Source: an optimization exercise on an open RTL-to-GDS flow (aim: small area). Production flows keep margins and buffers that such runs may drop. The RTL was checked by simulation tests, not by an equivalence proof against the original design. Power is estimated from default activity; no workload was simulated.

// locomm_fcd
module locomm_fcd (
    input  wire        clk,
    input  wire        rst,
    input  wire        rx_valid,
    input  wire [7:0]  rx_data,
    output wire        rx_ready,
    output reg         fr_valid,
    output reg  [3:0]  fr_route,
    output wire [2:0]  fr_status,
    output wire [15:0] fr_size,
    output wire [31:0] fr_type,
    output wire [31:0] fr_tag,
    input  wire [3:0]  mb_sel,
    input  wire        mb_take,
    output wire [8:0]  mb_ready,
    output wire [31:0] mb_tag,
    output wire [15:0] mb_size,
    output wire [2:0]  mb_status,
    input  wire        iq_pop,
    output wire [2:0]  iq_level,
    output wire [31:0] iq_tag,
    output wire [15:0] iq_size,
    output wire [2:0]  iq_status
);
Size in the first run: about 1800 cells after synthesis, ~780 flip-flops, ~220 I/O pins, about 0.031 mm² of cells after synthesis.
Settings: LEC_CHECK=0, CAP_MARGIN=20, CORE_MARGIN=2, CORE_UTILIZATION=60, CTS_BUF_LIST=sky130_fd_sc_hd__clkbuf_8, CTS_CLUSTER_DIAMETER=50, CTS_CLUSTER_SIZE=14, PLACE_DENSITY=0.7, SLEW_MARGIN=20; clock period 10.0 ns.
run.sh (not shown) runs the stock make flow with config.mk's settings and CLKGATE_MAP_FILE= SYNTH_SCRIPT=/design/flow/synth_recipe.tcl, a recipe that flattens the netlist after the stock synthesis.
==> next run, changes <==
--- a/flow/config.mk
+++ b/flow/config.mk
@@ -10,5 +10,2 @@
-export CORE_UTILIZATION = 60
-export CTS_BUF_LIST = sky130_fd_sc_hd__clkbuf_8
-export CTS_CLUSTER_DIAMETER = 50
-export CTS_CLUSTER_SIZE = 14
-export PLACE_DENSITY = 0.7
+export CORE_UTILIZATION = 40
+export PLACE_DENSITY = 0.6
After rerunning:
- The changed run passed the timing, DRC and antenna checks
- clock skew goes up by 0.0033 ns
- setup slack loses 0.28 ns
- sequential cell count is unchanged
- count of clock-buffer cells in the layout went up by 22
- final cell count rose by 14%
- sequential share of layout area goes down by 3.1 points
- register-to-register slack degrades by 0.59 ns
- routed wire length grows by 7.7%
- via count increases by 1.2%
- core utilization fell by 20 points
==> next run, changes <==
--- a/flow/config.mk
+++ b/flow/config.mk
@@ -10,2 +10,5 @@
-export CORE_UTILIZATION = 40
-export PLACE_DENSITY = 0.6
+export CORE_UTILIZATION = 70
+export CTS_BUF_LIST = sky130_fd_sc_hd__clkbuf_8
+export CTS_CLUSTER_DIAMETER = 50
+export CTS_CLUSTER_SIZE = 20
+export PLACE_DENSITY = 0.8
What happened: The new run completed with no timing, DRC or antenna violations. Design area shrinks by a few percent. Maximum frequency increases by a few percent. Total power goes down by about a fifth. Worst setup slack is better by 0.22 ns. Hold slack loses 0.0057 ns. Wire length drops by roughly a tenth.
==> next run, changes <==
--- a/flow/config.mk
+++ b/flow/config.mk
@@ -10,3 +10,2 @@
-export CORE_UTILIZATION = 70
-export CTS_BUF_LIST = sky130_fd_sc_hd__clkbuf_8
-export CTS_CLUSTER_DIAMETER = 50
+export CORE_UTILIZATION = 40
+export CTS_BUF_LIST = sky130_fd_sc_hd__clkbuf_4
@@ -14 +13 @@
-export PLACE_DENSITY = 0.8
+export PLACE_DENSITY = 0.6
Outcome: The changed run passed the timing, DRC and antenna checks. Synthesized cell count stays the same. Die area increases by 73%. Total power increases by about 17%. Non-clock buffer count stays the same. Setup slack is worse by 0.24 ns. Wire length increases by 12%. Clock-buffer cell count increases by 220. Maximum frequency decreases by 3.1%. Critical path depth does not change. Flip-flop and latch count does not change. Cell area increases by 5.4%.

Another version of the RTL of locomm_fcd (not shown whole).
For scale: ~1700 cells after synthesis, about 780 flip-flops, roughly 220 I/O pins, about 0.029 sq mm of cells after synthesis.
==> flow/design.v (excerpt) <==
module locomm_fcd (
    input  wire        clk,
    input  wire        rst,
    input  wire        rx_valid,
    input  wire [7:0]  rx_data,
    output wire        rx_ready,
    output reg         fr_valid,
    output reg  [3:0]  fr_route,
    output wire [2:0]  fr_status,
    output wire [15:0] fr_size,
    output wire [31:0] fr_type,
    output wire [31:0] fr_tag,
    input  wire [3:0]  mb_sel,
    input  wire        mb_take,
    output wire [8:0]  mb_ready,
    output wire [31:0] mb_tag,
    output wire [15:0] mb_size,
    output wire [2:0]  mb_status,
    input  wire        iq_pop,
    output wire [2:0]  iq_level,
    output wire [31:0] iq_tag,
    output wire [15:0] iq_size,
    output wire [2:0]  iq_status
);
clock: 10.0 ns
lec_check: 0
cap_margin: 20
core_margin: 2
core_utilization: 70
place_density: 0.8
slew_margin: 20
standard.sh (not shown) runs the stock make flow with config.mk's settings and CLKGATE_MAP_FILE= SYNTH_SCRIPT=/design/flow/synth_recipe.tcl, a recipe that flattens the netlist after the stock synthesis.
==> flow/flow/run.sh <==
#!/bin/bash
# Standard layout (standard.sh) with these changes:
#  - synthesis maps with an area-oriented abc script (flow/synth.tcl);
#  - every port still gets a buffer, but a buf_1 rather than clkdlybuf4s50_1;
#  - clock tree: clkbuf_8 buffers, larger sink clusters, no dummy loads.
set -euo pipefail
W=$PWD
export AREA_ABC_SCRIPT=$W/flow/abc_area.script
bash standard.sh SYNTH_SCRIPT=$W/flow/synth.tcl \
  "BUFFER_PORTS_ARGS=-buffer_cell sky130_fd_sc_hd__buf_1" \
  "CTS_ARGS=-sink_clustering_enable -sink_clustering_size 19 -sink_clustering_max_diameter 70 -buf_list sky130_fd_sc_hd__clkbuf_8 -dont_use_dummy_load" \
  finish > $W/standard.log 2>&1
==> flow/flow/abc_area.script <==
strash
dc2
dch -f
amap -F 3 -A 5
buffer -c
topo
==> flow/flow/synth.tcl <==
# The standard flow's synthesis (synth_recipe.tcl) with one change: abc maps with an
# area-oriented script (flow/abc_area.script) in place of ORFS's.
proc synth {args} { yosys synth -nofsm -noshare {*}$args }
proc abc {args} {
  set i [lsearch -exact $args -script]
  if { $i >= 0 } {
    lset args [expr { $i + 1 }] $::env(AREA_ABC_SCRIPT)
  }
  yosys abc {*}$args
}
source $::env(SCRIPTS_DIR)/synth.tcl
# left out here: clear keep_hierarchy, flatten, clean up, hide names made inside functions, write 1_2_yosys.v
Next try:
--- a/flow/flow/run.sh
+++ b/flow/flow/run.sh
@@ -9,4 +9,4 @@
 bash standard.sh SYNTH_SCRIPT=$W/flow/synth.tcl \
   "BUFFER_PORTS_ARGS=-buffer_cell sky130_fd_sc_hd__buf_1" \
-  "CTS_ARGS=-sink_clustering_enable -sink_clustering_size 19 -sink_clustering_max_diameter 70 -buf_list sky130_fd_sc_hd__clkbuf_8 -dont_use_dummy_load" \
+  "CTS_ARGS=-sink_clustering_enable -repair_clock_nets -sink_clustering_size 18 -sink_clustering_max_diameter 60 -buf_list sky130_fd_sc_hd__clkbuf_8 -dont_use_dummy_load" \
   finish > $W/standard.log 2>&1
--- a/flow/config.mk
+++ b/flow/config.mk
@@ -9,4 +9,4 @@
 export CORE_MARGIN = 2
 export CORE_UTILIZATION = 70
-export PLACE_DENSITY = 0.8
+export PLACE_DENSITY = 0.9
 export SLEW_MARGIN = 20
Effect: The new run completed with no timing, DRC or antenna violations. Core utilization climbs by 0.30 points. Clock-buffer cell count rose by 5. Routed wire length went up by 5.4%. Cell area went up by 0.41%. Die area stays the same. Clock power is higher by about 5%. Via count grows by 2.4%. Maximum frequency came out higher by 1.1%. Cell count rises by 0.41%. First-iteration DRC count is higher by 24%.
Next try:
==> flow/run.sh (new file) <==
#!/bin/bash
# synth_recipe.tcl (not shown) runs the flow's synth.tcl, then flattens the netlist and writes it again
# the make line also repeats each setting of config.mk as NAME=value (left out here)
make -C /OpenROAD-flow-scripts/flow DESIGN_CONFIG=/design/flow/config.mk WORK_HOME=/design/flow/orfs CLKGATE_MAP_FILE= SYNTH_SCRIPT=/design/flow/synth_recipe.tcl finish
--- a/flow/config.mk
+++ b/flow/config.mk
@@ -9,4 +9,7 @@
 export CORE_MARGIN = 2
 export CORE_UTILIZATION = 70
-export PLACE_DENSITY = 0.9
+export CTS_BUF_LIST = sky130_fd_sc_hd__clkbuf_8
+export CTS_CLUSTER_DIAMETER = 50
+export CTS_CLUSTER_SIZE = 16
+export PLACE_DENSITY = 0.8
 export SLEW_MARGIN = 20
removed: flow/flow/run.sh
removed: flow/flow/abc_area.script
removed: flow/flow/synth.tcl
removed: flow/standard.sh
The changed run ran to the end with no violations.
Combinational power is higher by about 40%.
Utilization goes up by 5.4 points.
Maximum frequency falls by 6.6%.
Global-route usage goes down by 0.96 points.
Sequential power barely changes.
Total power went up by about 8%.
Next try:
==> flow/flow/run.sh (new file) <==
#!/bin/bash
# Standard layout (standard.sh) with these changes:
#  - synthesis maps with an area-oriented abc script (flow/synth.tcl);
#  - every port still gets a buffer, but a buf_1 rather than clkdlybuf4s50_1;
#  - clock tree: clkbuf_8 buffers, larger sink clusters, no dummy loads.
set -euo pipefail
W=$PWD
export AREA_ABC_SCRIPT=$W/flow/abc_area.script
bash standard.sh SYNTH_SCRIPT=$W/flow/synth.tcl \
  "BUFFER_PORTS_ARGS=-buffer_cell sky130_fd_sc_hd__buf_1" \
  "CTS_ARGS=-sink_clustering_enable -sink_clustering_size 18 -sink_clustering_max_diameter 60 -buf_list sky130_fd_sc_hd__clkbuf_8 -dont_use_dummy_load" \
  finish > $W/standard.log 2>&1
==> flow/flow/abc_area.script (new file) <==
strash
dc2
dch -f
amap -F 3 -A 5
buffer -c
topo
==> flow/flow/synth.tcl (new file) <==
# The standard flow's synthesis (synth_recipe.tcl) with one change: abc maps with an
# area-oriented script (flow/abc_area.script) in place of ORFS's.
proc synth {args} { yosys synth -nofsm -noshare {*}$args }
proc abc {args} {
  set i [lsearch -exact $args -script]
  if { $i >= 0 } {
    lset args [expr { $i + 1 }] $::env(AREA_ABC_SCRIPT)
  }
  yosys abc {*}$args
}
source $::env(SCRIPTS_DIR)/synth.tcl
# left out here: clear keep_hierarchy, flatten, clean up, hide names made inside functions, write 1_2_yosys.v
==> flow/standard.sh (new file) <==
#!/bin/bash
# synth_recipe.tcl (not shown) runs the flow's synth.tcl, then flattens the netlist and writes it again
# the make line also repeats each setting of config.mk as NAME=value (left out here)
make -C /OpenROAD-flow-scripts/flow DESIGN_CONFIG=/design/flow/config.mk WORK_HOME=/design/flow/orfs CLKGATE_MAP_FILE= SYNTH_SCRIPT=/design/flow/synth_recipe.tcl "${@:-finish}"
--- a/flow/config.mk
+++ b/flow/config.mk
@@ -9,7 +9,4 @@
 export CORE_MARGIN = 2
 export CORE_UTILIZATION = 70
-export CTS_BUF_LIST = sky130_fd_sc_hd__clkbuf_8
-export CTS_CLUSTER_DIAMETER = 50
-export CTS_CLUSTER_SIZE = 16
 export PLACE_DENSITY = 0.8
 export SLEW_MARGIN = 20
removed: flow/run.sh
=> Global-route usage fell by 0.53 points; worst setup slack improves by 390 ps; sequential share of layout area rose by 5.1 points; synthesized area rose by 0.32%; clock power fell by 13%; total power fell by 7.6%; cell area fell by 6.8%; sequential power is about the same; utilization fell by 5.5 points; via count rose by 1.4%.
Next try:
--- a/flow/flow/run.sh
+++ b/flow/flow/run.sh
@@ -9,4 +9,4 @@
 bash standard.sh SYNTH_SCRIPT=$W/flow/synth.tcl \
   "BUFFER_PORTS_ARGS=-buffer_cell sky130_fd_sc_hd__buf_1" \
-  "CTS_ARGS=-sink_clustering_enable -sink_clustering_size 18 -sink_clustering_max_diameter 60 -buf_list sky130_fd_sc_hd__clkbuf_8 -dont_use_dummy_load" \
+  "CTS_ARGS=-sink_clustering_enable -repair_clock_nets -sink_clustering_size 20 -sink_clustering_max_diameter 60 -buf_list sky130_fd_sc_hd__clkbuf_8 -dont_use_dummy_load" \
   finish > $W/standard.log 2>&1
--- a/flow/config.mk
+++ b/flow/config.mk
@@ -9,4 +9,5 @@
 export CORE_MARGIN = 2
 export CORE_UTILIZATION = 70
+export GPL_TIMING_DRIVEN = 0
 export PLACE_DENSITY = 0.8
 export SLEW_MARGIN = 20
=> The changed run completed with no timing, DRC or antenna violations. Count of clock-buffer cells in the layout fell by 4. Setup slack improves by 790 ps. Via count rose by 4.6%. Utilization rose by 4.1 points. First-iteration DRC count rose by 14%. Die area does not change.

what the ideal ports hide:
The flow's constraints put no driver on any port. The routed layouts listed below were extracted and timed again, unchanged, in two steps. Step 1 sets driving cells, clkbuf_16 on the clock port and buf_2 on the other inputs (assumed; they add their load-dependent delay and slew). Step 2 times the ports against the registers' clock, not the clock port: input delays grow and output delays shrink by t, the midpoint of the rising clock arrivals with the driver on. a / b / c = ideal / step 1 / step 2; a / b = the first two.
| run | t, ns | setup WS [ns] | clock arrival spread, ns | worst data-port slew with drivers (ns) |
|---|---|---|---|---|
| the first run of note 1 | 0.704 | 2.486 / 2.444 / 2.444 | 0.029 / 0.029 | 0.05 |
| the second run of note 1 | 0.683 | 2.202 / 2.168 / 2.168 | 0.035 / 0.035 | 0.11 |
| the third run of note 1 | 0.736 | 2.423 / 2.391 / 2.391 | 0.032 / 0.033 | 0.05 |
| the fourth run of note 1 | 1.063 | 2.179 / 2.146 / 2.146 | 0.073 / 0.073 | 0.10 |
| the first run of note 2 | 0.686 | 2.539 / 2.493 / 2.493 | 0.036 / 0.036 | 0.05 |
| the second run of note 2 | 0.720 | 2.622 / 2.576 / 2.576 | 0.123 / 0.122 | 0.07 |
| the third run of note 2 | 0.746 | 2.100 / 2.075 / 2.075 | 0.033 / 0.032 | 0.04 |
| the fourth run of note 2 | 0.691 | 2.488 / 2.442 / 2.442 | 0.054 / 0.055 | 0.05 |
| the fifth run of note 2 | 0.701 | 3.282 / 3.262 / 3.262 | 0.061 / 0.060 | 0.04 |
After both steps setup and hold are still met in every run listed.
